From an optimization exercise on the open Yosys and OpenROAD flow, aimed at small area, a short achievable clock period and few clock cycles; shortcuts taken in it are not production practice.
RTL that was checked went through simulation tests only; none was proved equivalent to the original.
For run 1, only the layout was checked, not whether the RTL still works.

==> flow/design.v <==
module pcm_scaler (
    input  wire        clk,
    input  wire        rst,           
    input  wire        cfg_wr,
    input  wire        cfg_w16,       
    input  wire        cfg_signed,    
    input  wire        cfg_order,     
    input  wire        gain_wr,
    input  wire [31:0] gain_data,     
    output wire [16:0] gain_q,
    input  wire        in_valid,
    input  wire [7:0]  in_byte,
    output reg         in_ready,
    output reg         out_valid,
    output reg  [15:0] out_duty,
    input  wire        out_ready
);
    reg        a_w16;
    reg        a_signed;
    reg        a_order;
    reg [16:0] g;
    assign gain_q = g;
    always @(posedge clk) begin
        if (rst) begin
            a_w16    <= 1'b0;
            a_signed <= 1'b0;
            a_order  <= 1'b0;
            g        <= 17'h10000;
        end else begin
            if (cfg_wr) begin
                a_w16    <= cfg_w16;
                a_signed <= cfg_signed;
                a_order  <= cfg_order;
            end
            if (gain_wr) begin
                if (gain_data[31])
                    g <= 17'd0;
                else if (|gain_data[30:17] || (gain_data[16] && |gain_data[15:0]))
                    g <= 17'h10000;
                else
                    g <= gain_data[16:0];
            end
        end
    end
    reg        have_b0;
    reg [7:0]  b0;
    wire in_fire  = in_valid && in_ready;
    wire complete = in_fire && (!a_w16 || have_b0);
    reg [7:0]  lo;            
    reg [7:0]  hi;            
    reg [15:0] gs;            
    reg        m_valid;
    reg        m_w16;
    reg        m_pass2;       
    wire flip = !a_signed;    
    always @(posedge clk) begin
        if (rst) begin
            have_b0 <= 1'b0;
        end else begin
            if (in_fire && a_w16 && !have_b0) begin
                b0      <= in_byte;
                have_b0 <= 1'b1;
            end else if (in_fire) begin
                have_b0 <= 1'b0;
            end
            if (cfg_wr)
                have_b0 <= 1'b0;
        end
        if (complete) begin
            gs <= g[15:0] | {16{g[16]}};
            if (!a_w16) begin
                lo <= {in_byte[7] ^ flip, in_byte[6:0]};
            end else if (a_order) begin
                lo <= in_byte;
                hi <= {b0[7] ^ flip, b0[6:0]};
            end else begin
                lo <= b0;
                hi <= {in_byte[7] ^ flip, in_byte[6:0]};
            end
        end
    end
    wire        use_hi = m_w16 && m_pass2;
    wire [7:0]  x      = use_hi ? hi : lo;
    wire        x_sgn  = !(m_w16 && !m_pass2);
    wire        neg    = m_w16 ? hi[7] : lo[7];
    wire [15:0] k      = {!neg, {15{neg}}};
    wire [15:0] a      = use_hi ? out_duty : k;
    wire        sx = x_sgn;
    wire [15:0] g_ = gs;
    wire m0 = x[0] & g_[0];
    wire m1 = x[0] & g_[1];
    wire m2 = x[0] & g_[2];
    wire m3 = x[0] & g_[3];
    wire m4 = x[0] & g_[4];
    wire m5 = x[0] & g_[5];
    wire m6 = x[0] & g_[6];
    wire m7 = x[0] & g_[7];
    wire m8 = x[0] & g_[8];
    wire m9 = x[0] & g_[9];
    wire m10 = x[0] & g_[10];
    wire m11 = x[0] & g_[11];
    wire m12 = x[0] & g_[12];
    wire m13 = x[0] & g_[13];
    wire m14 = x[0] & g_[14];
    wire m15 = x[0] & g_[15];
    wire m16 = x[1] & g_[0];
    wire m17 = x[1] & g_[1];
    wire m18 = x[1] & g_[2];
    wire m19 = x[1] & g_[3];
    wire m20 = x[1] & g_[4];
    wire m21 = x[1] & g_[5];
    wire m22 = x[1] & g_[6];
    wire m23 = x[1] & g_[7];
    wire m24 = x[1] & g_[8];
    wire m25 = x[1] & g_[9];
    wire m26 = x[1] & g_[10];
    wire m27 = x[1] & g_[11];
    wire m28 = x[1] & g_[12];
    wire m29 = x[1] & g_[13];
    wire m30 = x[1] & g_[14];
    wire m31 = x[1] & g_[15];
    wire m32 = x[2] & g_[0];
    wire m33 = x[2] & g_[1];
    wire m34 = x[2] & g_[2];
    wire m35 = x[2] & g_[3];
    wire m36 = x[2] & g_[4];
    wire m37 = x[2] & g_[5];
    wire m38 = x[2] & g_[6];
    wire m39 = x[2] & g_[7];
    wire m40 = x[2] & g_[8];
    wire m41 = x[2] & g_[9];
    wire m42 = x[2] & g_[10];
    wire m43 = x[2] & g_[11];
    wire m44 = x[2] & g_[12];
    wire m45 = x[2] & g_[13];
    wire m46 = x[2] & g_[14];
    wire m47 = x[2] & g_[15];
    wire m48 = x[3] & g_[0];
    wire m49 = x[3] & g_[1];
    wire m50 = x[3] & g_[2];
    wire m51 = x[3] & g_[3];
    wire m52 = x[3] & g_[4];
    wire m53 = x[3] & g_[5];
    wire m54 = x[3] & g_[6];
    wire m55 = x[3] & g_[7];
    wire m56 = x[3] & g_[8];
    wire m57 = x[3] & g_[9];
    wire m58 = x[3] & g_[10];
    wire m59 = x[3] & g_[11];
    wire m60 = x[3] & g_[12];
    wire m61 = x[3] & g_[13];
    wire m62 = x[3] & g_[14];
    wire m63 = x[3] & g_[15];
    wire m64 = x[4] & g_[0];
    wire m65 = x[4] & g_[1];
    wire m66 = x[4] & g_[2];
    wire m67 = x[4] & g_[3];
    wire m68 = x[4] & g_[4];
    wire m69 = x[4] & g_[5];
    wire m70 = x[4] & g_[6];
    wire m71 = x[4] & g_[7];
    wire m72 = x[4] & g_[8];
    wire m73 = x[4] & g_[9];
    wire m74 = x[4] & g_[10];
    wire m75 = x[4] & g_[11];
    wire m76 = x[4] & g_[12];
    wire m77 = x[4] & g_[13];
    wire m78 = x[4] & g_[14];
    wire m79 = x[4] & g_[15];
    wire m80 = x[5] & g_[0];
    wire m81 = x[5] & g_[1];
    wire m82 = x[5] & g_[2];
    wire m83 = x[5] & g_[3];
    wire m84 = x[5] & g_[4];
    wire m85 = x[5] & g_[5];
    wire m86 = x[5] & g_[6];
    wire m87 = x[5] & g_[7];
    wire m88 = x[5] & g_[8];
    wire m89 = x[5] & g_[9];
    wire m90 = x[5] & g_[10];
    wire m91 = x[5] & g_[11];
    wire m92 = x[5] & g_[12];
    wire m93 = x[5] & g_[13];
    wire m94 = x[5] & g_[14];
    wire m95 = x[5] & g_[15];
    wire m96 = x[6] & g_[0];
    wire m97 = x[6] & g_[1];
    wire m98 = x[6] & g_[2];
    wire m99 = x[6] & g_[3];
    wire m100 = x[6] & g_[4];
    wire m101 = x[6] & g_[5];
    wire m102 = x[6] & g_[6];
    wire m103 = x[6] & g_[7];
    wire m104 = x[6] & g_[8];
    wire m105 = x[6] & g_[9];
    wire m106 = x[6] & g_[10];
    wire m107 = x[6] & g_[11];
    wire m108 = x[6] & g_[12];
    wire m109 = x[6] & g_[13];
    wire m110 = x[6] & g_[14];
    wire m111 = x[6] & g_[15];
    wire m112 = (x[7] & g_[0]) ^ sx;
    wire m113 = (x[7] & g_[1]) ^ sx;
    wire m114 = (x[7] & g_[2]) ^ sx;
    wire m115 = (x[7] & g_[3]) ^ sx;
    wire m116 = (x[7] & g_[4]) ^ sx;
    wire m117 = (x[7] & g_[5]) ^ sx;
    wire m118 = (x[7] & g_[6]) ^ sx;
    wire m119 = (x[7] & g_[7]) ^ sx;
    wire m120 = (x[7] & g_[8]) ^ sx;
    wire m121 = (x[7] & g_[9]) ^ sx;
    wire m122 = (x[7] & g_[10]) ^ sx;
    wire m123 = (x[7] & g_[11]) ^ sx;
    wire m124 = (x[7] & g_[12]) ^ sx;
    wire m125 = (x[7] & g_[13]) ^ sx;
    wire m126 = (x[7] & g_[14]) ^ sx;
    wire m127 = (x[7] & g_[15]) ^ sx;
    wire m128 = m7 ^ m22;
    wire m129 = m7 & m22;
    wire m130 = m8 ^ m23;
    wire m131 = m8 & m23;
    wire m132 = m9 ^ m24;
    wire m133 = m9 & m24;
    wire m134 = m10 ^ m25;
    wire m135 = m10 & m25;
    wire m136 = m11 ^ m26;
    wire m137 = m11 & m26;
    wire m138 = m12 ^ m27;
    wire m139 = m12 & m27;
    wire m140 = m13 ^ m28;
    wire m141 = m13 & m28;
    wire m142 = m14 ^ m29;
    wire m143 = m14 & m29;
    wire m144 = m15 ^ m30;
    wire m145 = m15 & m30;
    wire m146 = m5 ^ m20;
    wire m147 = m5 & m20;
    wire m148 = m6 ^ m21 ^ m36;
    wire m149 = (m6 & m21) | (m6 & m36) | (m21 & m36);
    wire m150 = m51 ^ m66;
    wire m151 = m51 & m66;
    wire m152 = m37 ^ m52 ^ m67;
    wire m153 = (m37 & m52) | (m37 & m67) | (m52 & m67);
    wire m154 = m82 ^ m97 ^ m112;
    wire m155 = (m82 & m97) | (m82 & m112) | (m97 & m112);
    wire m156 = sx ^ a[7];
    wire m157 = sx & a[7];
    wire m158 = m38 ^ m53 ^ m68;
    wire m159 = (m38 & m53) | (m38 & m68) | (m53 & m68);
    wire m160 = m83 ^ m98 ^ m113;
    wire m161 = (m83 & m98) | (m83 & m113) | (m98 & m113);
    wire m162 = a[8] ^ m129 ^ m130;
    wire m163 = (a[8] & m129) | (a[8] & m130) | (m129 & m130);
    wire m164 = m39 ^ m54 ^ m69;
    wire m165 = (m39 & m54) | (m39 & m69) | (m54 & m69);
    wire m166 = m84 ^ m99 ^ m114;
    wire m167 = (m84 & m99) | (m84 & m114) | (m99 & m114);
    wire m168 = a[9] ^ m131 ^ m132;
    wire m169 = (a[9] & m131) | (a[9] & m132) | (m131 & m132);
    wire m170 = m40 ^ m55 ^ m70;
    wire m171 = (m40 & m55) | (m40 & m70) | (m55 & m70);
    wire m172 = m85 ^ m100 ^ m115;
    wire m173 = (m85 & m100) | (m85 & m115) | (m100 & m115);
    wire m174 = a[10] ^ m133 ^ m134;
    wire m175 = (a[10] & m133) | (a[10] & m134) | (m133 & m134);
    wire m176 = m41 ^ m56 ^ m71;
    wire m177 = (m41 & m56) | (m41 & m71) | (m56 & m71);
    wire m178 = m86 ^ m101 ^ m116;
    wire m179 = (m86 & m101) | (m86 & m116) | (m101 & m116);
    wire m180 = a[11] ^ m135 ^ m136;
    wire m181 = (a[11] & m135) | (a[11] & m136) | (m135 & m136);
    wire m182 = m42 ^ m57 ^ m72;
    wire m183 = (m42 & m57) | (m42 & m72) | (m57 & m72);
    wire m184 = m87 ^ m102 ^ m117;
    wire m185 = (m87 & m102) | (m87 & m117) | (m102 & m117);
    wire m186 = a[12] ^ m137 ^ m138;
    wire m187 = (a[12] & m137) | (a[12] & m138) | (m137 & m138);
    wire m188 = m43 ^ m58 ^ m73;
    wire m189 = (m43 & m58) | (m43 & m73) | (m58 & m73);
    wire m190 = m88 ^ m103 ^ m118;
    wire m191 = (m88 & m103) | (m88 & m118) | (m103 & m118);
    wire m192 = a[13] ^ m139 ^ m140;
    wire m193 = (a[13] & m139) | (a[13] & m140) | (m139 & m140);
    wire m194 = m44 ^ m59 ^ m74;
    wire m195 = (m44 & m59) | (m44 & m74) | (m59 & m74);
    wire m196 = m89 ^ m104 ^ m119;
    wire m197 = (m89 & m104) | (m89 & m119) | (m104 & m119);
    wire m198 = a[14] ^ m141 ^ m142;
    wire m199 = (a[14] & m141) | (a[14] & m142) | (m141 & m142);
    wire m200 = m45 ^ m60 ^ m75;
    wire m201 = (m45 & m60) | (m45 & m75) | (m60 & m75);
    wire m202 = m90 ^ m105 ^ m120;
    wire m203 = (m90 & m105) | (m90 & m120) | (m105 & m120);
    wire m204 = a[15] ^ m143 ^ m144;
    wire m205 = (a[15] & m143) | (a[15] & m144) | (m143 & m144);
    wire m206 = m31 ^ m46 ^ m61;
    wire m207 = (m31 & m46) | (m31 & m61) | (m46 & m61);
    wire m208 = m76 ^ m91 ^ m106;
    wire m209 = (m76 & m91) | (m76 & m106) | (m91 & m106);
    wire m210 = m121 ^ m145;
    wire m211 = m121 & m145;
    wire m212 = m47 ^ m62 ^ m77;
    wire m213 = (m47 & m62) | (m47 & m77) | (m62 & m77);
    wire m214 = m92 ^ m107;
    wire m215 = m92 & m107;
    wire m216 = m63 ^ m78;
    wire m217 = m63 & m78;
    wire m218 = m3 ^ m18;
    wire m219 = m3 & m18;
    wire m220 = m4 ^ m19 ^ m34;
    wire m221 = (m4 & m19) | (m4 & m34) | (m19 & m34);
    wire m222 = m49 ^ m64;
    wire m223 = m49 & m64;
    wire m224 = m35 ^ m50 ^ m65;
    wire m225 = (m35 & m50) | (m35 & m65) | (m50 & m65);
    wire m226 = m80 ^ a[5] ^ m146;
    wire m227 = (m80 & a[5]) | (m80 & m146) | (a[5] & m146);
    wire m228 = m81 ^ m96 ^ a[6];
    wire m229 = (m81 & m96) | (m81 & a[6]) | (m96 & a[6]);
    wire m230 = m147 ^ m148 ^ m150;
    wire m231 = (m147 & m148) | (m147 & m150) | (m148 & m150);
    wire m232 = m128 ^ m149 ^ m151;
    wire m233 = (m128 & m149) | (m128 & m151) | (m149 & m151);
    wire m234 = m152 ^ m154 ^ m156;
    wire m235 = (m152 & m154) | (m152 & m156) | (m154 & m156);
    wire m236 = m153 ^ m155 ^ m157;
    wire m237 = (m153 & m155) | (m153 & m157) | (m155 & m157);
    wire m238 = m158 ^ m160 ^ m162;
    wire m239 = (m158 & m160) | (m158 & m162) | (m160 & m162);
    wire m240 = m159 ^ m161 ^ m163;
    wire m241 = (m159 & m161) | (m159 & m163) | (m161 & m163);
    wire m242 = m164 ^ m166 ^ m168;
    wire m243 = (m164 & m166) | (m164 & m168) | (m166 & m168);
    wire m244 = m165 ^ m167 ^ m169;
    wire m245 = (m165 & m167) | (m165 & m169) | (m167 & m169);
    wire m246 = m170 ^ m172 ^ m174;
    wire m247 = (m170 & m172) | (m170 & m174) | (m172 & m174);
    wire m248 = m171 ^ m173 ^ m175;
    wire m249 = (m171 & m173) | (m171 & m175) | (m173 & m175);
    wire m250 = m176 ^ m178 ^ m180;
    wire m251 = (m176 & m178) | (m176 & m180) | (m178 & m180);
    wire m252 = m177 ^ m179 ^ m181;
    wire m253 = (m177 & m179) | (m177 & m181) | (m179 & m181);
    wire m254 = m182 ^ m184 ^ m186;
    wire m255 = (m182 & m184) | (m182 & m186) | (m184 & m186);
    wire m256 = m183 ^ m185 ^ m187;
    wire m257 = (m183 & m185) | (m183 & m187) | (m185 & m187);
    wire m258 = m188 ^ m190 ^ m192;
    wire m259 = (m188 & m190) | (m188 & m192) | (m190 & m192);
    wire m260 = m189 ^ m191 ^ m193;
    wire m261 = (m189 & m191) | (m189 & m193) | (m191 & m193);
    wire m262 = m194 ^ m196 ^ m198;
    wire m263 = (m194 & m196) | (m194 & m198) | (m196 & m198);
    wire m264 = m195 ^ m197 ^ m199;
    wire m265 = (m195 & m197) | (m195 & m199) | (m197 & m199);
    wire m266 = m200 ^ m202 ^ m204;
    wire m267 = (m200 & m202) | (m200 & m204) | (m202 & m204);
    wire m268 = m201 ^ m203 ^ m205;
    wire m269 = (m201 & m203) | (m201 & m205) | (m203 & m205);
    wire m270 = m206 ^ m208 ^ m210;
    wire m271 = (m206 & m208) | (m206 & m210) | (m208 & m210);
    wire m272 = m122 ^ m207 ^ m209;
    wire m273 = (m122 & m207) | (m122 & m209) | (m207 & m209);
    wire m274 = m211 ^ m212 ^ m214;
    wire m275 = (m211 & m212) | (m211 & m214) | (m212 & m214);
    wire m276 = m93 ^ m108 ^ m123;
    wire m277 = (m93 & m108) | (m93 & m123) | (m108 & m123);
    wire m278 = m213 ^ m215 ^ m216;
    wire m279 = (m213 & m215) | (m213 & m216) | (m215 & m216);
    wire m280 = m79 ^ m94 ^ m109;
    wire m281 = (m79 & m94) | (m79 & m109) | (m94 & m109);
    wire m282 = m124 ^ m217;
    wire m283 = m124 & m217;
    wire m284 = m95 ^ m110;
    wire m285 = m95 & m110;
    wire m286 = m2 ^ m17;
    wire m287 = m2 & m17;
    wire m288 = m33 ^ m48 ^ a[3];
    wire m289 = (m33 & m48) | (m33 & a[3]) | (m48 & a[3]);
    wire m290 = a[4] ^ m219 ^ m220;
    wire m291 = (a[4] & m219) | (a[4] & m220) | (m219 & m220);
    wire m292 = m221 ^ m223 ^ m224;
    wire m293 = (m221 & m223) | (m221 & m224) | (m223 & m224);
    wire m294 = m225 ^ m227 ^ m228;
    wire m295 = (m225 & m227) | (m225 & m228) | (m227 & m228);
    wire m296 = m229 ^ m231 ^ m232;
    wire m297 = (m229 & m231) | (m229 & m232) | (m231 & m232);
    wire m298 = m233 ^ m235 ^ m236;
    wire m299 = (m233 & m235) | (m233 & m236) | (m235 & m236);
    wire m300 = m237 ^ m239 ^ m240;
    wire m301 = (m237 & m239) | (m237 & m240) | (m239 & m240);
    wire m302 = m241 ^ m243 ^ m244;
    wire m303 = (m241 & m243) | (m241 & m244) | (m243 & m244);
    wire m304 = m245 ^ m247 ^ m248;
    wire m305 = (m245 & m247) | (m245 & m248) | (m247 & m248);
    wire m306 = m249 ^ m251 ^ m252;
    wire m307 = (m249 & m251) | (m249 & m252) | (m251 & m252);
    wire m308 = m253 ^ m255 ^ m256;
    wire m309 = (m253 & m255) | (m253 & m256) | (m255 & m256);
    wire m310 = m257 ^ m259 ^ m260;
    wire m311 = (m257 & m259) | (m257 & m260) | (m259 & m260);
    wire m312 = m261 ^ m263 ^ m264;
    wire m313 = (m261 & m263) | (m261 & m264) | (m263 & m264);
    wire m314 = m265 ^ m267 ^ m268;
    wire m315 = (m265 & m267) | (m265 & m268) | (m267 & m268);
    wire m316 = m269 ^ m271 ^ m272;
    wire m317 = (m269 & m271) | (m269 & m272) | (m271 & m272);
    wire m318 = m273 ^ m275 ^ m276;
    wire m319 = (m273 & m275) | (m273 & m276) | (m275 & m276);
    wire m320 = m277 ^ m279 ^ m280;
    wire m321 = (m277 & m279) | (m277 & m280) | (m279 & m280);
    wire m322 = m125 ^ m281 ^ m283;
    wire m323 = (m125 & m281) | (m125 & m283) | (m281 & m283);
    wire m324 = m111 ^ m126;
    wire m325 = m111 & m126;
    wire m326 = m1 ^ m16;
    wire m327 = m1 & m16;
    wire m328 = m32 ^ a[2] ^ m286;
    wire m329 = (m32 & a[2]) | (m32 & m286) | (a[2] & m286);
    wire m330 = m218 ^ m287 ^ m288;
    wire m331 = (m218 & m287) | (m218 & m288) | (m287 & m288);
    wire m332 = m222 ^ m289 ^ m290;
    wire m333 = (m222 & m289) | (m222 & m290) | (m289 & m290);
    wire m334 = m226 ^ m291 ^ m292;
    wire m335 = (m226 & m291) | (m226 & m292) | (m291 & m292);
    wire m336 = m230 ^ m293 ^ m294;
    wire m337 = (m230 & m293) | (m230 & m294) | (m293 & m294);
    wire m338 = m234 ^ m295 ^ m296;
    wire m339 = (m234 & m295) | (m234 & m296) | (m295 & m296);
    wire m340 = m238 ^ m297 ^ m298;
    wire m341 = (m238 & m297) | (m238 & m298) | (m297 & m298);
    wire m342 = m242 ^ m299 ^ m300;
    wire m343 = (m242 & m299) | (m242 & m300) | (m299 & m300);
    wire m344 = m246 ^ m301 ^ m302;
    wire m345 = (m246 & m301) | (m246 & m302) | (m301 & m302);
    wire m346 = m250 ^ m303 ^ m304;
    wire m347 = (m250 & m303) | (m250 & m304) | (m303 & m304);
    wire m348 = m254 ^ m305 ^ m306;
    wire m349 = (m254 & m305) | (m254 & m306) | (m305 & m306);
    wire m350 = m258 ^ m307 ^ m308;
    wire m351 = (m258 & m307) | (m258 & m308) | (m307 & m308);
    wire m352 = m262 ^ m309 ^ m310;
    wire m353 = (m262 & m309) | (m262 & m310) | (m309 & m310);
    wire m354 = m266 ^ m311 ^ m312;
    wire m355 = (m266 & m311) | (m266 & m312) | (m311 & m312);
    wire m356 = m270 ^ m313 ^ m314;
    wire m357 = (m270 & m313) | (m270 & m314) | (m313 & m314);
    wire m358 = m274 ^ m315 ^ m316;
    wire m359 = (m274 & m315) | (m274 & m316) | (m315 & m316);
    wire m360 = m278 ^ m317 ^ m318;
    wire m361 = (m278 & m317) | (m278 & m318) | (m317 & m318);
    wire m362 = m282 ^ m319 ^ m320;
    wire m363 = (m282 & m319) | (m282 & m320) | (m319 & m320);
    wire m364 = m284 ^ m321 ^ m322;
    wire m365 = (m284 & m321) | (m284 & m322) | (m321 & m322);
    wire m366 = m285 ^ m323 ^ m324;
    wire m367 = (m285 & m323) | (m285 & m324) | (m323 & m324);
    wire m368 = m127 ^ m325;
    wire m369 = m127 & m325;
    wire [23:0] ta = {sx, m367, m365, m363, m361, m359, m357, m355, m353, m351, m349, m347, m345, m343, m341, m339, m337, m335, m333, m331, m329, m327, a[1], m0};
    wire [23:0] tb = {m369, m368, m366, m364, m362, m360, m358, m356, m354, m352, m350, m348, m346, m344, m342, m340, m338, m336, m334, m332, m330, m328, m326, a[0]};
    wire [23:0] tsum = ta + tb;
    wire [15:0] rh = tsum[23:8];
    wire [23:0] r = {rh, 8'd0};
    reg        s_valid;
    reg [7:0]  s_v;
    wire pop     = out_valid && out_ready;
    wire push_ok = !s_valid || out_ready;
    wire empty_n = !s_valid && (!out_valid || out_ready);    
    wire do_p1   = m_valid && m_w16 && !m_pass2 && empty_n;
    wire do_p2   = m_valid && m_w16 && m_pass2;
    wire do_8    = m_valid && !m_w16 && push_ok;
    wire m_done  = do_p2 || do_8;
    wire [7:0]  v8  = {~r[23], r[22:16]};
    wire [15:0] v16 = {~r[23], r[22:8]};
    wire to_s = do_8 && out_valid && !pop;
    always @(posedge clk) begin
        if (rst) begin
            out_valid <= 1'b0;
            s_valid   <= 1'b0;
        end else begin
            if (!out_valid || pop) begin
                if (s_valid) begin
                    out_valid <= 1'b1;
                    out_duty  <= {s_v, s_v};
                end else if (do_8) begin
                    out_valid <= 1'b1;
                    out_duty  <= {v8, v8};
                end else if (do_p2) begin
                    out_valid <= 1'b1;
                    out_duty  <= v16;
                end else if (do_p1) begin
                    out_valid <= 1'b0;
                    out_duty  <= r[23:8];
                end else begin
                    out_valid <= 1'b0;
                end
            end
            if (s_valid && pop) begin
                s_valid <= do_8;
                s_v     <= v8;
            end else if (to_s) begin
                s_valid <= 1'b1;
                s_v     <= v8;
            end
        end
    end
    wire m_free = !m_valid || m_done;
    always @(posedge clk) begin
        if (rst) begin
            m_valid <= 1'b0;
            m_pass2 <= 1'b0;
        end else begin
            if (complete) begin
                m_valid <= 1'b1;
                m_w16   <= a_w16;
                m_pass2 <= 1'b0;
            end else if (m_done) begin
                m_valid <= 1'b0;
                m_pass2 <= 1'b0;
            end else if (do_p1) begin
                m_pass2 <= 1'b1;
            end
        end
    end
    reg  nx_w16, nx_have_b0, nx_m_valid, nx_m_w16, nx_m_pass2, nx_s_valid;
    always @(*) begin
        nx_w16     = cfg_wr ? cfg_w16 : a_w16;
        nx_have_b0 = !cfg_wr && (in_fire ? (a_w16 && !have_b0) : have_b0);
        nx_m_valid = complete || (m_valid && !m_done);
        nx_m_w16   = complete ? a_w16 : m_w16;
        nx_m_pass2 = !complete && !m_done && (m_pass2 || do_p1);
        nx_s_valid = (s_valid && pop) ? do_8 : (s_valid || to_s);
    end
    always @(posedge clk) begin
        if (rst)
            in_ready <= 1'b1;
        else
            in_ready <= (nx_w16 && !nx_have_b0) || !nx_m_valid ||
                        (nx_m_w16 ? nx_m_pass2 : !nx_s_valid);
    end
endmodule
==> flow/run.sh <==
#!/bin/bash
# synth_recipe.tcl (not shown) runs the flow's synth.tcl, then flattens the netlist and writes it again
# the make line also repeats each setting of config.mk as NAME=value (left out here)
make -C /OpenROAD-flow-scripts/flow DESIGN_CONFIG=/design/flow/config.mk WORK_HOME=/design/flow/orfs CLKGATE_MAP_FILE= SYNTH_SCRIPT=/design/flow/synth_recipe.tcl finish
==> flow/config.mk <==
export PLATFORM = sky130hd
export DESIGN_NAME = pcm_scaler
export DESIGN_NICKNAME = pcm_scaler
export VERILOG_FILES = /design/flow/design.v
export SDC_FILE = /design/flow/constraint.sdc
export NUM_CORES = 4
export LEC_CHECK = 0
export CAP_MARGIN = 20
export CORE_MARGIN = 2
export CORE_UTILIZATION = 40
export SLEW_MARGIN = 20
==> flow/constraint.sdc <==
create_clock -name core_clock -period 15.0 [get_ports {clk}]
set_input_delay 3.0000 -clock core_clock [delete_from_list [all_inputs] [get_ports {clk}]]
set_output_delay 3.0000 -clock core_clock [all_outputs]
set_load 0.01 [all_outputs]
==> run summary, run 1 <==
The CTS tree is built. The number of clock buffers inserted by TritonCTS came out at 9. Of the total synthesized cell area, the portion taken by full adders, half adders and majority gates is 29.4%. The remaining antenna violation count came out at 0. The cell count after synthesis is between 800 and 900. The clock slew seen by the registers of the worst setup and hold paths is 70 ps. The sequential area share after synthesis came out at between 20% and 30%. The routed length on met1 is 9.30 mm. The simple-gate share of the synthesized area came out at around 17%.

The effective utilization at floorplan came out at about two fifths. STA puts the critical path data arrival time at between 6000 and 7000 ps. The number of distinct library cells after synthesis came out at 56. The depth of the CTS H-tree came out at 3. The routed wire length came out at 20.1 mm. The largest net degree at the start of global routing is 30. The flow ran to the end and the layout has no timing, DRC or antenna violations. The worst-path maximum fanout came out at 15.

Counting every net in the synthesized netlist gives ~1100. The average wire per standard cell is about 16 microns. The number of buffers and inverters on the critical path is 4. The final critical path time including I/O delays and setup came out at 6600 ps.

The placer congestion estimate is 0.892. The synthesized netlist devotes 3.49% of its cell area to XOR and XNOR gates. Sorting the synthesized cells by area gives the leading types as sky130_fd_sc_hd__fa_1 (23%), sky130_fd_sc_hd__edfxtp_1 (23%), sky130_fd_sc_hd__inv_1 (6.5%).

0 antenna diodes ended up in the layout. By count the netlist is led by sky130_fd_sc_hd__inv_1 (147), sky130_fd_sc_hd__nand2_1 (125), sky130_fd_sc_hd__fa_1 (98). The detailed router finished its first iteration with 265 violations.

The number of iterations in the first detailed-routing pass is 5. Counting the fill cells in the layout gives 2052. The worst path required time is between 15000 and 20000 ps. The total number of vias came out at between 6000 and 7000. Detailed placement ended at an HPWL of 15.9 mm. After synthesis, the share of flip-flops with an asynchronous set or reset is 0%. At the end of the flow, the number of nets in the layout was roughly 1200. Among all cell types in the netlist, the one instantiated most often is sky130_fd_sc_hd__inv_1. The post-cts sizing count is 0.

The root buffer cell chosen for the clock tree is sky130_fd_sc_hd__clkbuf_16. The post-synthesis register bit count came out at 91. The setup skew after layout is approximately 15 ps.

Detailed routing placed a total of 741 microns of wire on met3. The y dimension of the die came out at 150 microns. The critical path goes through nand2_2 > mux2i_2 > nor2b_1 > ha_1 > fa_1 > inv_1 > fa_1 > inv_1 > fa_1 > inv_1 > fa_1 > inv_1 > ha_1 > and3_1 > nand2_1 > o22ai_1 > a21o_1 > a211oi_1 > o221ai_2 > xnor2_1 > o21a_1 > a21oi_2.

The biggest area contributor in the post-synthesis netlist is sky130_fd_sc_hd__fa_1. The residual DRC count is 0. The worst pin sits at a relative slew slack of 25.7%. The first-pass GRT wire length is 32.1 mm. Of the post-synthesis cell area, the dominant cell type holds between 20% and 30%. The number of cells traversed by the worst register-to-register path came out at 22. The placement row count is 53. The largest individual stage delay along the critical path comes from the cell sky130_fd_sc_hd__mux2i_2. After synthesis the cells add up to 0.00854 sq mm. In this design, the largest share of critical-path delay is due to adder cells. Using the TritonRoute via totals, the vias-per-cell ratio works out to ~5. The number of buffers on the longest clock path is 2. The number of I/O pins came out at 84. The min-delay analysis places its worst path in the category reg -> reg. The worst path uses approximately 44% of the clock period. The average instance in the mapped netlist occupies 9.54 sq um. The global-route usage over all layers is between 10% and 20%. The full die area is 0.0225 sq mm. The share of layout cells above drive strength 1 came out at 8.44%. The max-slew violation count came out at 0. The via count of the first global-routing pass is 6222.

Setup violations remaining at the end of the flow were counted as 0. Counting instances, the worst hold path has a depth of 2. The total overflow reported by the global router came out at 0. The number of setup buffers added after CTS is 0. The total number of yosys warnings is 1. Setup repair after global routing left no endpoint under its margin. STA classifies the critical path startpoint as a flop. The x dimension of the die came out at 150 microns. The total length of routed met2 wires is 9.74 mm. The critical path in this run is classified as reg -> reg. The compound-gate portion of the synthesized area is 9.32%.

The number of cells on the critical path is 22. In this run, synthesis inferred 65 flip-flops with an integrated enable. The multiplexer area fraction after synthesis is 3.46%. The number of antenna violations at the first check in global routing came out at 0. The tool flagged a number of max-cap violations equal to 0. The dominant combinational cell family by area after synthesis is adder cells. The later pin in the worst-skew pair is clocked with a latency of 350 ps. The count of hold buffers inserted by post-cts repair is 0.

The tightest hold path in the finished design has a slack of 497 ps. The area added between synthesis and finish came out at 16.2%. The type of destination of the critical path is a flop.

The sum of negative setup slack is 0 ps. During placement, the flow inserted port buffers numbering 83.

The number of clock sinks is 91. The most used flip-flop cell after synthesis is sky130_fd_sc_hd__edfxtp_1. For the pin with the worst max-slew slack, the measured transition is ~1100 ps. The hold violation count in the final report is 0. The largest single stage delay on the critical path is a little over 900 ps. The highest attainable clock frequency came out at 152 MHz.

The standard cell core area is around 0.021 sq mm. The highest layer used for signal routing is met4.
sequential cells by signal, summed over array words and instances, names as in the netlist, 8 cells and up:
register / cells
s_v: 8
lo: 8
out_duty: 16
hi: 8
g: 17
gs: 16
b0: 8
kinds of logic (layout without fill, tap and decap cells):
family,count (synthesis),count (layout)
AND/OR/NAND/NOR,304,304
buffers and inverters,178,254
adder cells (fa/ha/maj),142,142
AO/OA/AOI/OAI,119,119
flip-flops,91,91
XOR/XNOR,34,34
multiplexers,27,27
path summary, 6_finish.rpt:
| path | slack, ps | endpoint | from |
|---|---|---|---|
| max | 8400 | out_duty[5] | m_w16 |
| min | 500 | g[3] | g[3] |
| max reg2reg | 8400 | out_duty[5] | m_w16 |
| min reg2reg | 500 | g[3] | g[3] |
through the flow:
step           setup slack (ps)  utilization, %  instances  instance area, sq um
6_report                   8400            47.2       1246                  9920
3_5_place_dp               8470            45.9       1231                  9660
2_1_floorplan              9320               -        895                  8540
3_3_place_gp               8490            45.9       1231                  9660
4_1_cts                    8450            47.2       1246                  9920
5_1_grt                    8040            47.2       1246                  9920
layer usage:
metal / vias up / track usage, %
li1: 3011 / -
met2: 130 / 31.4
met5: - / 0
met3: 15 / 2.15
met4: 0 / 5.05
met1: 3045 / 25.4
worst register-to-register path: cells and delay by family (launching register included):
family | cells | cell delay (ps)
simple gates | 4 | 700
compound gates | 6 | 1180
xor+xnor | 1 | 360
flops | 1 | 520
mux | 1 | 930
buf+inv | 4 | 290
fa+ha+maj | 6 | 2370
placed cells by master (no fill, tap or decap), drive strengths merged, types with 5 or more instances in the layout:
| cell type | count |
|---|---|
| inv | 150 |
| nand2 | 128 |
| fa | 98 |
| clkdlybuf4s50 | 83 |
| edfxtp | 65 |
| a21oi | 54 |
| nor2b | 48 |
| nor2 | 45 |
| ha | 44 |
| xnor2 | 28 |
| dfxtp | 26 |
| and2 | 25 |
| mux2 | 20 |
| or2 | 19 |
| a21o | 18 |
| o21ai | 15 |
| nand2b | 13 |
| clkbuf | 10 |
| buf | 8 |
| nor4 | 7 |
| mux2i | 7 |
| xor2 | 6 |
| nand3 | 6 |
| a211oi | 5 |
cell type report:
cell class	instances	area, sq um	share of cell area, %
well taps	275	344	3.47
inverters	148	556	5.60
clock inverters	5	37.5	0.378
multi-input cells	626	5390	54.4
repair buffers	91	891	8.98
clock buffers	10	229	2.31
flip-flops and latches	91	2470	24.9
==> inputs of run 2 (changes only) <==
--- a/flow/design.v
+++ b/flow/design.v
@@ -46,13 +46,15 @@
     reg [7:0]  b0;
     wire in_fire  = in_valid && in_ready;
     wire complete = in_fire && (!a_w16 || have_b0);
-    reg [7:0]  lo;            
+    reg [7:0]  xr;            
     reg [7:0]  hi;            
     reg [15:0] gs;            
     reg        m_valid;
     reg        m_w16;
     reg        m_pass2;       
+    reg        neg;           
     wire flip = !a_signed;    
+    wire do_p1, do_p2, do_8;
     always @(posedge clk) begin
         if (rst) begin
             have_b0 <= 1'b0;
@@ -69,24 +71,25 @@
         if (complete) begin
             gs <= g[15:0] | {16{g[16]}};
             if (!a_w16) begin
-                lo <= {in_byte[7] ^ flip, in_byte[6:0]};
+                xr  <= {in_byte[7] ^ flip, in_byte[6:0]};
+                neg <= in_byte[7] ^ flip;
             end else if (a_order) begin
-                lo <= in_byte;
-                hi <= {b0[7] ^ flip, b0[6:0]};
+                xr  <= in_byte;
+                hi  <= {b0[7] ^ flip, b0[6:0]};
+                neg <= b0[7] ^ flip;
             end else begin
-                lo <= b0;
-                hi <= {in_byte[7] ^ flip, in_byte[6:0]};
+                xr  <= b0;
+                hi  <= {in_byte[7] ^ flip, in_byte[6:0]};
+                neg <= in_byte[7] ^ flip;
             end
+        end else if (do_p1) begin
+            xr <= hi;
         end
     end
-    wire        use_hi = m_w16 && m_pass2;
-    wire [7:0]  x      = use_hi ? hi : lo;
-    wire        x_sgn  = !(m_w16 && !m_pass2);
-    wire        neg    = m_w16 ? hi[7] : lo[7];
-    wire [15:0] k      = {!neg, {15{neg}}};
-    wire [15:0] a      = use_hi ? out_duty : k;
-    wire        sx = x_sgn;
-    wire [15:0] g_ = gs;
+    wire [7:0]  x   = xr;
+    wire        sx  = !m_w16 || m_pass2;
+    wire [15:0] g_  = gs;
+    wire [15:0] a   = m_pass2 ? out_duty : {!neg, {15{neg}}};
     wire m0 = x[0] & g_[0];
     wire m1 = x[0] & g_[1];
     wire m2 = x[0] & g_[2];
@@ -461,18 +464,17 @@
     wire [23:0] tb = {m369, m368, m366, m364, m362, m360, m358, m356, m354, m352, m350, m348, m346, m344, m342, m340, m338, m336, m334, m332, m330, m328, m326, a[0]};
     wire [23:0] tsum = ta + tb;
     wire [15:0] rh = tsum[23:8];
-    wire [23:0] r = {rh, 8'd0};
     reg        s_valid;
     reg [7:0]  s_v;
     wire pop     = out_valid && out_ready;
     wire push_ok = !s_valid || out_ready;
     wire empty_n = !s_valid && (!out_valid || out_ready);    
-    wire do_p1   = m_valid && m_w16 && !m_pass2 && empty_n;
-    wire do_p2   = m_valid && m_w16 && m_pass2;
-    wire do_8    = m_valid && !m_w16 && push_ok;
-    wire m_done  = do_p2 || do_8;
-    wire [7:0]  v8  = {~r[23], r[22:16]};
-    wire [15:0] v16 = {~r[23], r[22:8]};
+    assign do_p1 = m_valid && m_w16 && !m_pass2 && empty_n;
+    assign do_p2 = m_valid && m_pass2;
+    assign do_8  = m_valid && !m_w16 && push_ok;
+    wire   m_done = do_p2 || do_8;
+    wire [7:0]  v8   = {~rh[15], rh[14:8]};
+    wire [15:0] mres = m_w16 ? {rh[15] ^ m_pass2, rh[14:0]} : {v8, v8};
     wire to_s = do_8 && out_valid && !pop;
     always @(posedge clk) begin
         if (rst) begin
@@ -480,21 +482,11 @@
             s_valid   <= 1'b0;
         end else begin
             if (!out_valid || pop) begin
-                if (s_valid) begin
-                    out_valid <= 1'b1;
-                    out_duty  <= {s_v, s_v};
-                end else if (do_8) begin
-                    out_valid <= 1'b1;
-                    out_duty  <= {v8, v8};
-                end else if (do_p2) begin
-                    out_valid <= 1'b1;
-                    out_duty  <= v16;
-                end else if (do_p1) begin
-                    out_valid <= 1'b0;
-                    out_duty  <= r[23:8];
-                end else begin
-                    out_valid <= 1'b0;
-                end
+                out_valid <= s_valid || do_8 || do_p2;
+                if (s_valid)
+                    out_duty <= {s_v, s_v};
+                else if (m_valid)
+                    out_duty <= mres;
             end
             if (s_valid && pop) begin
                 s_valid <= do_8;
@@ -505,7 +497,6 @@
             end
         end
     end
-    wire m_free = !m_valid || m_done;
     always @(posedge clk) begin
         if (rst) begin
             m_valid <= 1'b0;
--- a/flow/config.mk
+++ b/flow/config.mk
@@ -5,7 +5,7 @@
 export SDC_FILE = /design/flow/constraint.sdc
 export NUM_CORES = 4
 export LEC_CHECK = 0
-export CAP_MARGIN = 20
+export CAP_MARGIN = 50
 export CORE_MARGIN = 2
 export CORE_UTILIZATION = 40
-export SLEW_MARGIN = 20
+export SLEW_MARGIN = 75
==> run 2 against run 1 <==
  * Still clean
  * Critical path depth is 2 lower
  * Die area rose by 0.55%
  * Clock skew is 6.6 ps lower
  * Register-to-register slack improved by 1000 ps
  * Routed wire length did not move
  * Highest routed layer unchanged
==> run summary, run 2 <==
The y dimension of the die is 151 microns (+0.28%). The hold violation count in the final report is 0 (unchanged). The standard cell core area is 0.0210 sq mm (unchanged).

The capturing point of the worst reg2reg path is out_duty[6]. The number of enable-type register cells in the synthesized netlist is 66 (+1.5%). In the final layout, the registers with the most flip-flops are g (17), gs (16), out_duty (16).

The final net count came out at 1201 (+3.7%). The number of clock sinks is 92 (+1.1%). The largest stage delay on the critical path came out at 530 ps (-400 ps). The path with the worst hold slack has its endpoint at g[3].

Setup repair after global routing left no endpoint under its margin. The worst setup path is launched from a flop. The number of antenna violations at the first check in global routing was 0 (unchanged). The number of stages on the worst hold path came to 2 (unchanged). The global-route usage over all layers is 18.8% (+0.22 points). The area share of the largest cell type after synthesis came to 23.1% (+0.10 points).

The final standard cell area without fillers is 0.0102 sq mm (+3.2%). The clock tree root driver cell is sky130_fd_sc_hd__clkbuf_16. The most used flip-flop cell after synthesis is sky130_fd_sc_hd__edfxtp_1. Among all stages on the critical path, the largest delay is contributed by sky130_fd_sc_hd__fa_1. The worst path required time was 15150 ps (+50 ps).

The sequential area share after synthesis is 29.1% (+0.19 points). After synthesis, the cell types taking the most area are sky130_fd_sc_hd__edfxtp_1 (23%), sky130_fd_sc_hd__fa_1 (23%), sky130_fd_sc_hd__inv_1 (6.9%). The max-cap check violation count came out at 0 (unchanged).

The residual DRC count is 0 (unchanged). The share of layout cells above drive strength 1 came out at 11.3% (+2.9 points). The total number of yosys warnings came out at 1 (unchanged). The number of I/O pins is 84 (unchanged). The highest attainable clock frequency is 180 MHz (+18%). The first-pass GRT wire length came out at 32.9 mm (+2.3%).

The post-cts sizing count is 0 (unchanged). The final worst-path cycle share is 37.1% (-6.9 points).

The minimum hold slack is 491 ps (-5.18 ps). The library cell used most frequently in the layout, excluding fill and tap cells, is sky130_fd_sc_hd__inv_1. The transition at the pin with the smallest max-transition slack came out at 351 ps (-742 ps). The worst register-to-register path begins at m_w16. The number of failing setup endpoints in the final timing report is 0 (unchanged). By instance count, the leading cell after synthesis is sky130_fd_sc_hd__inv_1.

The flow ran to the end and the layout has no timing, DRC or antenna violations. The area added between synthesis and finish came out at 19.2%. The routed wire length is 20.1 mm (unchanged). The clock latency reported for the late side of the worst-skew pair is 350 ps (about the same). The async set or reset register ratio after synthesis came out at 0% (unchanged). The total overflow reported by the global router is 0 (unchanged). The HPWL reported at the end of detailed placement came out at 16.8 mm (+6.1%). The arrival time of the worst setup path is 5720 ps (-980 ps). The cell area after placement came out at 0.00991 sq mm (+2.7%). The via count of the first global-routing pass was 6562 (+5.5%).

Ranked by flip-flop count, first place goes to g. The full die area came to 0.0227 sq mm (+0.55%). The setup skew after layout is 7.88 ps (-6.62 ps). The CTS tree is built.

The number of violations reported at the end of detailed-routing iteration 0 is 274 (+3.4%). The max-slew violation count came out at 0 (unchanged). The number of nets produced by synthesis was 1105 (+1.7%). The post-synthesis cell area is 0.00859 sq mm (+0.57%).

The worst hold path begins at g[3]. The depth of the CTS H-tree is 3 (unchanged). The via-per-instance ratio was 4.92 (-1.0%).

The utilization after layout is 48.7% (+1.5 points). The relative slew slack was 76.6% (+51 points). The post-synthesis register bit count is 92 (+1.1%).

Traced cell by cell, the critical path runs through buf_2 > nor2b_2 > buf_4 > xnor2_1 > fa_1 > fa_1 > inv_1 > fa_1 > inv_1 > fa_1 > inv_1 > ha_1 > a21oi_1 > o21ai_0 > nor2_1 > nand3_4 > a21oi_4 > o21bai_2 > o32a_1 > a222oi_1. The largest net degree at the start of global routing came out at 35 (+17%). The sum of negative setup slack came out at 0 ps (unchanged). The effective utilization at floorplan was 40.9% (+0.23 points). The cell count after synthesis was 914 (+2.1%). The worst-path maximum fanout was 19 (+4). The final critical path time including I/O delays and setup is 5570 ps (-1030 ps).

The number of buffers on the longest clock path came out at 2 (unchanged). The total of fill cells in the finished design came out at 2051 (-0.049%). The average wire per standard cell was 15.6 microns (-3.4%).

The cell family contributing the most delay on the critical path is adder cells. The synthesized area divided by synthesized cell count came out at 9.40 sq um (-1.5%). The clock slew seen by the registers of the worst setup and hold paths is 70 ps (about the same). The number of distinct library cells after synthesis came out at 59 (+5.4%). The top cell types in the final layout, fill and taps aside, are sky130_fd_sc_hd__inv_1 (156), sky130_fd_sc_hd__nand2_1 (129), sky130_fd_sc_hd__fa_1 (98), sky130_fd_sc_hd__clkdlybuf4s50_1 (82), sky130_fd_sc_hd__edfxtp_1 (66).

The buffering stage count on the worst path with inverters included was 5 (+1). The number of cells on the critical path came out at 20 (-9.1%).

The number of iterations in the first detailed-routing pass is 5 (unchanged). The number of clock buffers inserted by TritonCTS is 9 (unchanged). The synthesized design spends more area on one cell type than any other, namely sky130_fd_sc_hd__edfxtp_1. The total number of vias came out at 6353 (+2.5%).

The flip-flop count of the largest register after layout came to 17 (unchanged). The x dimension of the die is 151 microns (+0.28%). The type of destination of the critical path is a flop. The number of cells traversed by the worst register-to-register path came out at 20 (-9.1%). The remaining antenna violation count is 0 (unchanged). The total of buffers placed on input and output ports came out at 83 (unchanged). The commonest cells after synthesis are sky130_fd_sc_hd__inv_1 (157), sky130_fd_sc_hd__nand2_1 (130), sky130_fd_sc_hd__fa_1 (98).

By startpoint and endpoint, the worst setup path is classified as reg -> reg. The diode insertion count for antenna repair is 0 (unchanged). In this design, the critical path's most frequently occurring cell is sky130_fd_sc_hd__fa_1.

The path class of the lowest-slack min-delay path is reg -> reg. The number of setup buffers added after CTS is 0 (unchanged). The placer congestion estimate came out at 0.842 (-5.7%). The count of hold buffers inserted by post-cts repair is 0 (unchanged). The placement row count came to 53 (unchanged).
[run 2: stage by stage]
step,instances,setup WS (ps)
2_1_floorplan,914,9680
3_3_place_gp,1241,9200
3_5_place_dp,1272,9420
4_1_cts,1288,9420
5_1_grt,1290,9120
6_report,1290,9430
[run 2: cell type report]
cell class	count	area, sq um	share of cell area [%]
inverter	157	592	5.78
tap	275	344	3.36
multi-input combinational	628	5440	53.1
sequential	92	2510	24.5
clock inverter	7	75.1	0.733
timing repair buffer	122	1050	10.3
clock buffer	9	225	2.20
[run 2: how the worst max path moves through the flow]
| stage | slack (ps) | from | to |
|---|---|---|---|
| floorplan | 9680 | m_w16 | out_duty[4] |
| global placement | 9200 | m_w16 | out_duty[7] |
| detailed placement | 9420 | m_w16 | out_duty[6] |
| CTS | 9420 | m_w16 | out_duty[6] |
| global route | 9120 | m_w16 | out_duty[6] |
| finish | 9430 | m_w16 | out_duty[6] |
[run 2: cells by family after synthesis]
kind of cell | after synthesis | share of synthesized area [%]
multiplexers | 25 | 3.15
AND/OR/NAND/NOR | 308 | 17.6
adder cells (fa/ha/maj) | 142 | 29.2
AO/OA/AOI/OAI | 119 | 8.97
XOR/XNOR | 34 | 3.47
flip-flops | 92 | 29.1
buffers and inverters | 194 | 8.49
[run 2: worst min-delay path, delay by kind of cell (launching register included)]
| kind | cells | cell delay [ps] |
|---|---|---|
| AOI/OAI and AO/OA | 1 | 50 |
| DFF | 1 | 330 |
| and+or+nand+nor | 1 | 70 |
[run 2: layer usage]
metal,track usage (%),share of wire (%),vias up
li1,-,-,3127
met1,24.0,44,3076
met2,32.4,50,126
met3,2.79,3.3,24
met4,6.70,2.7,0
met5,0,0,-
Testbench counts of run 2, summed over its fixed seeds: cycles 22,711.
==> inputs of run 3 (changes only) <==
--- a/flow/config.mk
+++ b/flow/config.mk
@@ -5,7 +5,7 @@
 export SDC_FILE = /design/flow/constraint.sdc
 export NUM_CORES = 4
 export LEC_CHECK = 0
-export CAP_MARGIN = 50
+export CAP_MARGIN = 20
 export CORE_MARGIN = 2
 export CORE_UTILIZATION = 40
-export SLEW_MARGIN = 75
+export SLEW_MARGIN = 20
==> run 3 against run 2 <==
  * Global-route usage is essentially flat
  * Highest routed layer unchanged
  * Setup slack lost 380 ps
  * Maximum frequency shrank 6.4%
==> run summary, run 3 <==
The run finished with no timing, DRC or antenna violations. The sequential standard cell area was 0.00250 sq mm (-0.25%). The sum of negative setup slack was 0 ps (unchanged). The arrival time of the worst setup path came out at 6130 ps (+410 ps).

The number of nets produced by synthesis is 1105 (unchanged). The placement row count is 53 (unchanged). The most used flip-flop cell after synthesis is sky130_fd_sc_hd__edfxtp_1. The most prevalent standard cell on the critical path is sky130_fd_sc_hd__fa_1. The routed wire length is 20.0 mm (-0.45%).

The hold violation count in the final report came to 0 (unchanged). The setup skew after layout came out at 10.0 ps (+2.13 ps). The final net count is 1168 (-2.7%). The transition at the pin with the smallest max-transition slack is 967 ps (+616 ps). The max-slew violation count came out at 0 (unchanged). The library cells used most frequently in the layout, excluding fill and tap cells, are sky130_fd_sc_hd__inv_1 (157), sky130_fd_sc_hd__nand2_1 (130), sky130_fd_sc_hd__fa_1 (98), sky130_fd_sc_hd__clkdlybuf4s50_1 (83), sky130_fd_sc_hd__edfxtp_1 (66). The worst setup path is captured at a flop.

Sorting the synthesized cells by how often they occur yields sky130_fd_sc_hd__inv_1 (157), sky130_fd_sc_hd__nand2_1 (130), sky130_fd_sc_hd__fa_1 (98). The number of I/O pins came to 84 (unchanged). The total overflow reported by the global router is 0 (unchanged). After synthesis, the cell types taking the most area are sky130_fd_sc_hd__edfxtp_1 (23%), sky130_fd_sc_hd__fa_1 (23%), sky130_fd_sc_hd__inv_1 (6.9%). The standard cell core area came out at 0.0210 sq mm (unchanged). The HPWL reported at the end of detailed placement is 16.0 mm (-4.9%).

The largest stage delay on the critical path came out at 790 ps (+260 ps). TritonCTS built the clock tree. The clock tree root driver cell is sky130_fd_sc_hd__clkbuf_16. The number of clock sinks came out at 92 (unchanged).

The placer congestion estimate came out at 0.842 (unchanged). The worst-path maximum fanout is 20 (+1). The worst setup path is of the reg -> reg kind. The total number of yosys warnings is 1 (unchanged).

The residual DRC count came out at 0 (unchanged). The flip-flop count of the largest register after layout came out at 17 (unchanged). The path class of the lowest-slack min-delay path is reg -> reg. The area share of the largest cell type after synthesis is 23.1% (unchanged).

The buffering stage count on the worst path with inverters included was 4 (-1). The remaining antenna violation count is 0 (unchanged). The number of failing setup endpoints in the final timing report is 0 (unchanged). The number of enable-type register cells in the synthesized netlist is 66 (unchanged). The most common cell in the synthesized netlist is sky130_fd_sc_hd__inv_1. The total number of vias came to 6243 (-1.7%). The number of setup buffers added after CTS is 0 (unchanged).

The number of antenna violations at the first check in global routing is 0 (unchanged). The final critical path time including I/O delays and setup is 5950 ps (+380 ps). The count of hold buffers inserted by post-cts repair came out at 0 (unchanged).

The via-per-instance ratio came out at 4.97 (+0.85%). The average wire per standard cell was 15.9 microns (+2.2%). The total of buffers placed on input and output ports came out at 83 (unchanged).

The clock slew seen by the registers of the worst setup and hold paths came out at 60 ps (about the same). The diode insertion count for antenna repair is 0 (unchanged). The largest registers in the layout are g (17), gs (16), out_duty (16). The number of distinct library cells after synthesis was 59 (unchanged). The number of placed instances with taps included was 1241 (-2.4%). The highest attainable clock frequency came out at 168 MHz (-6.4%). The biggest area contributor in the post-synthesis netlist is sky130_fd_sc_hd__edfxtp_1. The async set or reset register ratio after synthesis came out at 0% (unchanged). The first-pass GRT wire length was 32.6 mm (-0.95%). The largest individual stage delay along the critical path comes from the cell sky130_fd_sc_hd__edfxtp_1. The leading cell type in the layout, fill and taps excluded is sky130_fd_sc_hd__inv_1. The final non-filler cell total is 1257 (-2.6%). The x dimension of the die is 151 microns (unchanged).

The via count of the first global-routing pass came out at 6403 (-2.4%). The synthesized area divided by synthesized cell count came out at 9.40 sq um (unchanged). The depth of the CTS H-tree is 3 (unchanged). Setup repair after global routing left no endpoint under its margin. The cell count after synthesis is 914 (unchanged).

The relative slew slack is 35.3% (-41 points). The full die area is 0.0227 sq mm (unchanged). The footprint of the multi-input gates came out at 0.00537 sq mm (-1.4%).

The minimum hold slack is 486 ps (-5.15 ps). The post-cts sizing count came out at 0 (unchanged). The total of fill cells in the finished design is 2047 (-0.20%). The number of clock buffers inserted by TritonCTS is 9 (unchanged).

The final worst-path cycle share is 39.7% (+2.5 points). The register with the most flip-flops in the final layout is g. The worst path required time came out at 15180 ps (+30 ps). Compared with the post-synthesis result, the final layout area differs by 16.4%. The post-synthesis register bit count is 92 (unchanged). The number of violations reported at the end of detailed-routing iteration 0 is 321 (+17%). The share of layout cells above drive strength 1 came out at 6.21% (-5.1 points). The critical path goes through nor2b_2 > buf_4 > xnor2_1 > fa_1 > fa_1 > inv_1 > fa_1 > inv_1 > fa_1 > inv_1 > ha_1 > a21oi_1 > o21ai_0 > nor2_1 > nand3_4 > a21oi_4 > o21ai_4 > or4_1 > a32oi_1.

The post-synthesis cell area came out at 0.00859 sq mm (unchanged). The sequential area share after synthesis came out at 29.1% (unchanged). Broken down by cell family, the worst path's largest delay share belongs to adder cells. The global-route usage over all layers came to 18.8% (+0.048 points). The largest net degree at the start of global routing came to 35 (unchanged). The effective utilization at floorplan came out at 40.9% (unchanged). The y dimension of the die came out at 151 microns (unchanged). The number of buffers on the longest clock path is 2 (unchanged). The utilization after layout came to 47.6% (-1.1 points). The clock latency reported for the late side of the worst-skew pair came out at 360 ps (about the same). The max-cap check violation count came out at 0 (unchanged).

The number of iterations in the first detailed-routing pass came out at 4 (-1). The element type at the critical path start is a flop.
run 3: area by class of cell:
cell class,count,share of cell area [%]
multi-input combinational,628,53.7
sequential,92,25.0
timing repair buffer,89,8.76
inverter,157,5.89
tap,275,3.44
clock buffer,12,2.68
clock inverter,4,0.550
run 3: path summary, 6_finish.rpt:
path | from | end | depth (start not counted)
max reg2reg | m_w16 | out_duty[7] | 19
min | g[3] | g[3] | 2
max | m_w16 | out_duty[7] | 19
min reg2reg | g[3] | g[3] | 2
run 3: metrics by stage:
| step | worst slack, ps | area (sq um) |
|---|---|---|
| 2_1_floorplan | 9680 | 8590 |
| 3_3_place_gp | 9200 | 9680 |
| 3_5_place_dp | 9100 | 9680 |
| 4_1_cts | 9060 | 10000 |
| 5_1_grt | 8740 | 10000 |
| 6_report | 9050 | 10000 |
run 3: cells by family (layout without fill, tap and decap cells):
| kind of cell | count (synthesis) | after routing | synth area share, % |
|---|---|---|---|
| and+or+nand+nor | 308 | 308 | 17.6 |
| buffers and inverters | 194 | 262 | 8.49 |
| adders and majority gates | 142 | 142 | 29.2 |
| AOI/OAI and AO/OA | 119 | 119 | 8.97 |
| DFF | 92 | 92 | 29.1 |
| xor gates and xnor gates | 34 | 34 | 3.47 |
| muxes | 25 | 25 | 3.15 |
run 3: tightest hold or removal path, stage by stage, from the launching register on:
cell	delay, ps
sky130_fd_sc_hd__dfxtp_1	320
sky130_fd_sc_hd__nand2b_1	70
sky130_fd_sc_hd__a21oi_1	50
run 3: routing by layer:
metal / GRT usage (%) / wire length, microns
met4: 7.50 / 656
met3: 2.97 / 783
met5: 0 / 0
met1: 24.2 / 8840
met2: 31.8 / 9700

==> re-timing with driven ports <==
The flow's constraints put no driver on any port. The routed layouts listed below were extracted and timed again, unchanged, in two steps. Step 1 assumes that a clkbuf_16 drives the clock port and a buf_2 every other input. Step 2 also shifts input and output timing later by t, the mid clock arrival at the registers, as if the neighbouring blocks saw the same clock. Slacks: ideal / step 1 / step 2; pairs: ideal / step 1.
| run | shift t [ns] | setup slack, ns | hold slack, ns | worst slew at a driven data input, ns |
|---|---|---|---|---|
| run 1 | 0.389 | 8.400 / 8.400 / 8.400 | 0.497 / 0.497 / 0.497 | 0.04 |
| run 2 | 0.383 | 9.430 / 9.430 / 9.430 | 0.491 / 0.491 / 0.491 | 0.03 |
| run 3 | 0.394 | 9.050 / 9.050 / 9.050 | 0.486 / 0.486 / 0.486 | 0.03 |
After both steps every run listed still meets setup and hold.
